What follows belongs to an exercise in optimizing a design on an open flow for small area, a short achievable clock period and few clock cycles per item; a production flow would make more cautious choices.
Only simulation tests tie the RTL to the original design; equivalence was not proved.
Power and IR drop assume default switching activity.

==> run a: inputs <==
==> flow/design.v <==
module ewma_rtt_estimator (
    input  wire        clk,
    input  wire        rst,
    input  wire        cmd_valid,
    output wire        cmd_ready,
    input  wire [1:0]  cmd_op,
    input  wire [63:0] cmd_data,
    output reg         done,
    output reg  [63:0] est_rtt,
    output reg  [63:0] dev_rtt,
    output reg  [63:0] timeout_interval,
    output reg         rtt_valid
);
    localparam [1:0] OP_UPDATE   = 2'd0;
    localparam [1:0] OP_WRITE_TO = 2'd1;
    localparam [1:0] OP_RESET    = 2'd2;
    localparam [1:0] OP_NOP      = 2'd3;
    localparam [63:0] INIT_TIMEOUT = 64'h0000_0000_0001_0000;  
    assign cmd_ready = 1'b1;
    reg        rst_q;
    reg        c_valid;
    reg [1:0]  c_op;
    reg [63:0] c_data;
    always @(posedge clk) begin
        rst_q   <= rst;
        c_valid <= cmd_valid && !rst;
        c_op    <= cmd_op;
        c_data  <= cmd_data;
    end
    reg [63:0] a_est;      
    reg        a_vld;      
    wire [63:0] S = c_data;
    wire a_upd   = c_valid && (c_op == OP_UPDATE);
    wire a_wto   = c_valid && (c_op == OP_WRITE_TO);
    wire a_rcmd  = c_valid && (c_op == OP_RESET);
    wire a_first = a_upd && !a_vld;    
    wire [67:0] u0 = {1'b0, a_est, 3'b000};
    wire [67:0] u1 = {4'b1111, ~a_est};
    wire [67:0] u2 = {4'b0000, S};
    wire [67:0] su = u0 ^ u1 ^ u2;
    wire [67:0] cu = {((u0[66:0] & u1[66:0]) | (u0[66:0] & u2[66:0]) | (u1[66:0] & u2[66:0])), 1'b1};
    wire [3:0]  lo3 = {1'b0, su[2:0]} + {1'b0, cu[2:0]};
    wire        c3  = lo3[3];
    wire [63:0] est_new;
    pfx_add #(.W(64)) add_est (.a(su[66:3]), .b(cu[66:3]), .cin(c3), .s(est_new), .co());
    wire [64:0] d0 = {1'b0, S};
    wire [64:0] d1 = ~su[67:3];
    wire [64:0] d2 = ~cu[67:3];
    wire [64:0] sd = d0 ^ d1 ^ d2;
    wire [64:0] cd = {((d0[63:0] & d1[63:0]) | (d0[63:0] & d2[63:0]) | (d1[63:0] & d2[63:0])), ~c3};
    wire [64:0] diff;
    pfx_add #(.W(65)) add_diff (.a(sd), .b(cd), .cin(1'b1), .s(diff), .co());
    wire [64:0] nx = {1'b0, a_est ^ S};
    wire [64:0] ny = {a_est | ~S, 1'b0};
    wire        neg;
    carry_out #(.W(65)) cmp_neg (.a(nx), .b(ny), .co(neg));
    reg [63:0] b_mag;      
    reg        b_neg;
    reg        b_upd;      
    reg        b_load;     
    reg        b_dz;       
    reg        b_init;     
    reg        b_valid;
    always @(posedge clk) begin
        if (rst_q || a_rcmd) begin
            a_est <= 64'd0;
            a_vld <= 1'b0;
        end else if (a_upd) begin
            a_est <= a_vld ? est_new : S;
            a_vld <= 1'b1;
        end
        b_mag   <= (a_wto || a_first) ? S : (diff[63:0] ^ {64{neg}});
        b_neg   <= neg;
        b_upd   <= a_upd && a_vld;
        b_load  <= a_wto || a_first;
        b_dz    <= a_first || a_rcmd;
        b_init  <= a_rcmd;
        b_valid <= c_valid && !rst;
    end
    wire [65:0] t0 = {1'b0, dev_rtt, 1'b0};
    wire [65:0] t1 = {2'b00, dev_rtt};
    wire [65:0] t2 = {2'b00, b_mag};
    wire [65:0] x  = t0 ^ t1 ^ t2;
    wire [65:0] y  = {((t0[64:0] & t1[64:0]) | (t0[64:0] & t2[64:0]) | (t1[64:0] & t2[64:0])), b_neg};
    wire        c2 = (x[1] & y[1]) | ((x[1] ^ y[1]) & x[0] & y[0]);
    wire [63:0] dev_new;
    pfx_add #(.W(64)) add_dev (.a(x[65:2]), .b(y[65:2]), .cin(c2), .s(dev_new), .co());
    wire [66:0] v0 = {3'b000, a_est};
    wire [66:0] v1 = {1'b0, x[65:2], 2'b00};
    wire [66:0] v2 = {1'b0, y[65:2], 2'b00};
    wire [66:0] sv = v0 ^ v1 ^ v2;
    wire [66:0] cv = {((v0[65:0] & v1[65:0]) | (v0[65:0] & v2[65:0]) | (v1[65:0] & v2[65:0])), 1'b0};
    wire [66:0] qv = {cv[66:3], c2, cv[1:0]};    
    wire [63:0] to_lo;
    wire        to_co;
    pfx_add #(.W(64)) add_to (.a(sv[63:0]), .b(qv[63:0]), .cin(1'b0), .s(to_lo), .co(to_co));
    wire        ovf = to_co | (|sv[66:64]) | (|qv[66:64]);
    always @(posedge clk) begin
        done      <= b_valid && !rst;
        est_rtt   <= a_est;
        rtt_valid <= a_vld;
        if (rst_q || b_dz)
            dev_rtt <= 64'd0;
        else if (b_upd)
            dev_rtt <= dev_new;
        if (rst_q || b_init)
            timeout_interval <= INIT_TIMEOUT;
        else if (b_load)
            timeout_interval <= b_mag;
        else if (b_upd)
            timeout_interval <= to_lo | {64{ovf}};
    end
endmodule
module pfx_add #(parameter W = 64) (
    input  wire [W-1:0] a,
    input  wire [W-1:0] b,
    input  wire         cin,
    output wire [W-1:0] s,
    output wire         co
);
    wire [W-1:0] p = a ^ b;
    reg  [W-1:0] g, t, ng, nt;
    integer i, l, d;
    always @* begin
        g = a & b;
        t = p;
        g[0] = g[0] | (p[0] & cin);
        for (l = 1; l < W; l = l * 2) begin
            ng = g; nt = t;
            for (i = 0; i < W; i = i + 1)
                if (((i / l) % 2) == 1) begin
                    d = (i / l) * l - 1;
                    ng[i] = g[i] | (t[i] & g[d]);
                    nt[i] = t[i] & t[d];
                end
            g = ng; t = nt;
        end
    end
    assign s  = p ^ {g[W-2:0], cin};
    assign co = g[W-1];
endmodule
module carry_out #(parameter W = 64) (
    input  wire [W-1:0] a,
    input  wire [W-1:0] b,
    output wire         co
);
    reg [W-1:0] g, t;
    integer i, l;
    always @* begin
        g = a & b;
        t = a | b;
        for (l = 1; l < W; l = l * 2)
            for (i = 2 * l - 1; i < W; i = i + 2 * l) begin
                g[i] = g[i] | (t[i] & g[i-l]);
                t[i] = t[i] & t[i-l];
            end
    end
    function automatic top_carry;
        input [W-1:0] gg, tt;
        integer k, pos, sz;
        reg c;
        begin
            c = 1'b0;
            pos = 0;
            for (k = 30; k >= 0; k = k - 1) begin
                sz = 1 << k;
                if ((W & sz) != 0) begin
                    c = gg[pos + sz - 1] | (tt[pos + sz - 1] & c);
                    pos = pos + sz;
                end
            end
            top_carry = c;
        end
    endfunction
    assign co = top_carry(g, t);
endmodule
==> flow/flow/run.sh <==
#!/bin/bash
# The standard layout (standard synthesis and ORFS steps unchanged) with
# extra make settings from flow/settings.txt, one NAME=VALUE per line:
# timing repair aims for a setup slack margin, so it works towards a shorter
# achieved period at the design's clock period and constraints.
set -euo pipefail
args=()
while IFS= read -r line; do
  [[ -n "$line" && "$line" != \#* ]] && args+=("$line")
done < flow/settings.txt
bash standard.sh "${args[@]}" finish > standard_flow.log 2>&1
==> flow/flow/settings.txt <==
SETUP_SLACK_MARGIN=13
==> flow/standard.sh <==
#!/bin/bash
# synth_recipe.tcl (not shown) runs the flow's synth.tcl, then flattens the netlist and writes it again
# the make line also repeats each setting of config.mk as NAME=value (left out here)
make -C /OpenROAD-flow-scripts/flow DESIGN_CONFIG=/design/flow/config.mk WORK_HOME=/design/flow/orfs CLKGATE_MAP_FILE= SYNTH_SCRIPT=/design/flow/synth_recipe.tcl "${@:-finish}"
==> flow/config.mk <==
export PLATFORM = sky130hd
export DESIGN_NAME = ewma_rtt_estimator
export DESIGN_NICKNAME = ewma_rtt_estimator
export VERILOG_FILES = /design/flow/design.v
export SDC_FILE = /design/flow/constraint.sdc
export NUM_CORES = 4
export LEC_CHECK = 0
export CAP_MARGIN = 20
export CORE_MARGIN = 2
export CORE_UTILIZATION = 40
export SLEW_MARGIN = 20
==> flow/constraint.sdc <==
create_clock -name core_clock -period 18.0 [get_ports {clk}]
set_input_delay 3.6000 -clock core_clock [delete_from_list [all_inputs] [get_ports {clk}]]
set_output_delay 3.6000 -clock core_clock [all_outputs]
set_load 0.01 [all_outputs]
==> run b (differences from run a) <==
==> flow/flow/settings.txt (replaced) <==
SETUP_SLACK_MARGIN=13
BUFFER_PORTS_ARGS=-buffer_cell sky130_fd_sc_hd__buf_1
--- a/flow/config.mk
+++ b/flow/config.mk
@@ -8,4 +8,5 @@
 export CAP_MARGIN = 20
 export CORE_MARGIN = 2
-export CORE_UTILIZATION = 40
+export CORE_UTILIZATION = 55
+export PLACE_DENSITY = 0.7
 export SLEW_MARGIN = 20
==> run c (differences from run a) <==
==> flow/design.v, changed modules only <==
module ewma_rtt_estimator (
    input  wire        clk,
    input  wire        rst,
    input  wire        cmd_valid,
    output wire        cmd_ready,
    input  wire [1:0]  cmd_op,
    input  wire [63:0] cmd_data,
    output reg         done,
    output reg  [63:0] est_rtt,
    output reg  [63:0] dev_rtt,
    output reg  [63:0] timeout_interval,
    output reg         rtt_valid
);
    localparam [1:0] OP_UPDATE   = 2'd0;
    localparam [1:0] OP_WRITE_TO = 2'd1;
    localparam [1:0] OP_RESET    = 2'd2;
    localparam [1:0] OP_NOP      = 2'd3;
    localparam [63:0] INIT_TIMEOUT = 64'h0000_0000_0001_0000;  
    assign cmd_ready = 1'b1;
    reg        rst_q;
    reg        c_valid;
    reg [1:0]  c_op;
    reg [63:0] c_data_n;   
    always @(posedge clk) begin
        rst_q   <= rst;
        c_valid <= cmd_valid && !rst;
        c_op    <= cmd_op;
        c_data_n <= ~cmd_data;
    end
    reg [63:0] a_est;      
    reg        a_vld;      
    wire [63:0] Sn = c_data_n;
    wire [63:0] S  = ~c_data_n;
    wire a_upd   = c_valid && (c_op == OP_UPDATE);
    wire a_wto   = c_valid && (c_op == OP_WRITE_TO);
    wire a_rcmd  = c_valid && (c_op == OP_RESET);
    wire a_first = a_upd && !a_vld;    
    wire [67:0] u0 = {1'b0, a_est, 3'b000};
    wire [67:0] u1 = {4'b1111, ~a_est};
    wire [67:0] u2 = {4'b0000, S};
    wire [67:0] su = u0 ^ u1 ^ u2;
    wire [67:0] cu = {((u0[66:0] & u1[66:0]) | (u0[66:0] & u2[66:0]) | (u1[66:0] & u2[66:0])), 1'b1};
    wire [3:0]  lo3 = {1'b0, su[2:0]} + {1'b0, cu[2:0]};
    wire        c3  = lo3[3];
    wire [63:0] est_new;
    pfx_add #(.W(64)) add_est (.a(su[66:3]), .b(cu[66:3]), .cin(c3), .s(est_new), .co());
    wire [64:0] d0 = {1'b1, Sn};
    wire [64:0] d1 = su[67:3];
    wire [64:0] d2 = cu[67:3];
    wire [64:0] sd = d0 ^ d1 ^ d2;
    wire [64:0] cd = {((d0[63:0] & d1[63:0]) | (d0[63:0] & d2[63:0]) | (d1[63:0] & d2[63:0])), c3};
    wire [64:0] fdiff;
    pfx_add #(.W(65)) add_diff (.a(sd), .b(cd), .cin(1'b0), .s(fdiff), .co());
    wire [64:0] nx = {1'b0, a_est ^ S};
    wire [64:0] ny = {a_est | Sn, 1'b0};
    wire        neg;
    carry_out #(.W(65)) cmp_neg (.a(nx), .b(ny), .co(neg));
    reg [63:0] b_mag;      
    reg        b_neg;
    reg        b_upd;      
    reg        b_load;     
    reg        b_dz;       
    reg        b_init;     
    reg        b_valid;
    always @(posedge clk) begin
        if (rst_q || a_rcmd) begin
            a_est <= 64'd0;
            a_vld <= 1'b0;
        end else if (a_upd) begin
            a_est <= a_vld ? est_new : S;
            a_vld <= 1'b1;
        end
        b_mag   <= (a_wto || a_first) ? S : (fdiff[63:0] ^ {64{~neg}});
        b_neg   <= neg;
        b_upd   <= a_upd && a_vld;
        b_load  <= a_wto || a_first;
        b_dz    <= a_first || a_rcmd;
        b_init  <= a_rcmd;
        b_valid <= c_valid && !rst;
    end
    wire [65:0] t0 = {1'b0, dev_rtt, 1'b0};
    wire [65:0] t1 = {2'b00, dev_rtt};
    wire [65:0] t2 = {2'b00, b_mag};
    wire [65:0] x  = t0 ^ t1 ^ t2;
    wire [65:0] y  = {((t0[64:0] & t1[64:0]) | (t0[64:0] & t2[64:0]) | (t1[64:0] & t2[64:0])), b_neg};
    wire        c2 = (x[1] & y[1]) | ((x[1] ^ y[1]) & x[0] & y[0]);
    wire [63:0] dev_new;
    pfx_add #(.W(64)) add_dev (.a(x[65:2]), .b(y[65:2]), .cin(c2), .s(dev_new), .co());
    wire [66:0] v0 = {3'b000, a_est};
    wire [66:0] v1 = {1'b0, x[65:2], 2'b00};
    wire [66:0] v2 = {1'b0, y[65:2], 2'b00};
    wire [66:0] sv = v0 ^ v1 ^ v2;
    wire [66:0] cv = {((v0[65:0] & v1[65:0]) | (v0[65:0] & v2[65:0]) | (v1[65:0] & v2[65:0])), 1'b0};
    wire [66:0] qv = {cv[66:3], c2, cv[1:0]};    
    wire [63:0] to_lo;
    wire        to_co;
    pfx_add #(.W(64)) add_to (.a(sv[63:0]), .b(qv[63:0]), .cin(1'b0), .s(to_lo), .co(to_co));
    wire        ovf = to_co | (|sv[66:64]) | (|qv[66:64]);
    always @(posedge clk) begin
        done      <= b_valid && !rst;
        est_rtt   <= a_est;
        rtt_valid <= a_vld;
        if (rst_q || b_dz)
            dev_rtt <= 64'd0;
        else if (b_upd)
            dev_rtt <= dev_new;
        if (rst_q || b_init)
            timeout_interval <= INIT_TIMEOUT;
        else if (b_load)
            timeout_interval <= b_mag;
        else if (b_upd)
            timeout_interval <= to_lo | {64{ovf}};
    end
endmodule
==> flow/flow/settings.txt (replaced) <==
SETUP_SLACK_MARGIN=13.2
BUFFER_PORTS_ARGS=-buffer_cell sky130_fd_sc_hd__buf_1
CTS_ARGS=-sink_clustering_enable -repair_clock_nets -dont_use_dummy_load -sink_clustering_size 16 -sink_clustering_max_diameter 100
--- a/flow/config.mk
+++ b/flow/config.mk
@@ -8,4 +8,4 @@
 export CAP_MARGIN = 20
 export CORE_MARGIN = 2
-export CORE_UTILIZATION = 40
+export CORE_UTILIZATION = 50
 export SLEW_MARGIN = 20
==> run d (differences from run a) <==
==> flow/flow/settings.txt (replaced) <==
SETUP_SLACK_MARGIN=13.2
BUFFER_PORTS_ARGS=-buffer_cell sky130_fd_sc_hd__buf_1
CTS_ARGS=-sink_clustering_enable -repair_clock_nets -dont_use_dummy_load
==> notes <==
- The lowest power belongs to run c, the highest to run a.
- Of run d and run c, run d has the higher area after synthesis (gap 1.6%, measured against run c).
- Against run a, the fmax of run c is larger by about 3.7%.
- In run c the die area is larger than in run b, by 8.2%.
- The highest wire length belongs to run a, the lowest to run c.
Testbench counts of run a, summed over its fixed seeds: cycles 12,016, items 12,000.
Testbench counts of run b, summed over its fixed seeds: cycles 12,016, items 12,000.
Testbench counts of run c, summed over its fixed seeds: cycles 12,016, items 12,000.
Testbench counts of run d, summed over its fixed seeds: cycles 12,016, items 12,000.

[re-timing with driven ports]
Ports are ideal in the flow. The routed layouts listed here were re-timed in OpenROAD.
Step 1 (the two cells are an assumption about what drives the block):
set clk [get_ports {clk}]
set_driving_cell -lib_cell sky130_fd_sc_hd__clkbuf_16 $clk
set_driving_cell -lib_cell sky130_fd_sc_hd__buf_2 [delete_from_list [all_inputs] $clk]
Step 2 times the ports against the registers' clock, not the clock port: input delays grow and output delays shrink by t, the midpoint of the rising clock arrivals with the driver on.
a / b / c = ideal ports / drivers / drivers and shift; a / b = the first two.
run | shift t [ns] | setup WS [ns] | clock arrival spread, ns | worst data-port slew with drivers (ns)
run a | 0.676 | 13.032 / 12.967 / 13.128 | 0.037 / 0.037 | 0.05
run b | 0.658 | 13.039 / 12.979 / 13.120 | 0.030 / 0.030 | 0.05
run c | 0.657 | 13.209 / 13.147 / 13.328 | 0.035 / 0.035 | 0.06
run d | 0.639 | 13.224 / 13.163 / 13.314 | 0.054 / 0.054 | 0.05
After both steps setup and hold are still met in every run listed.
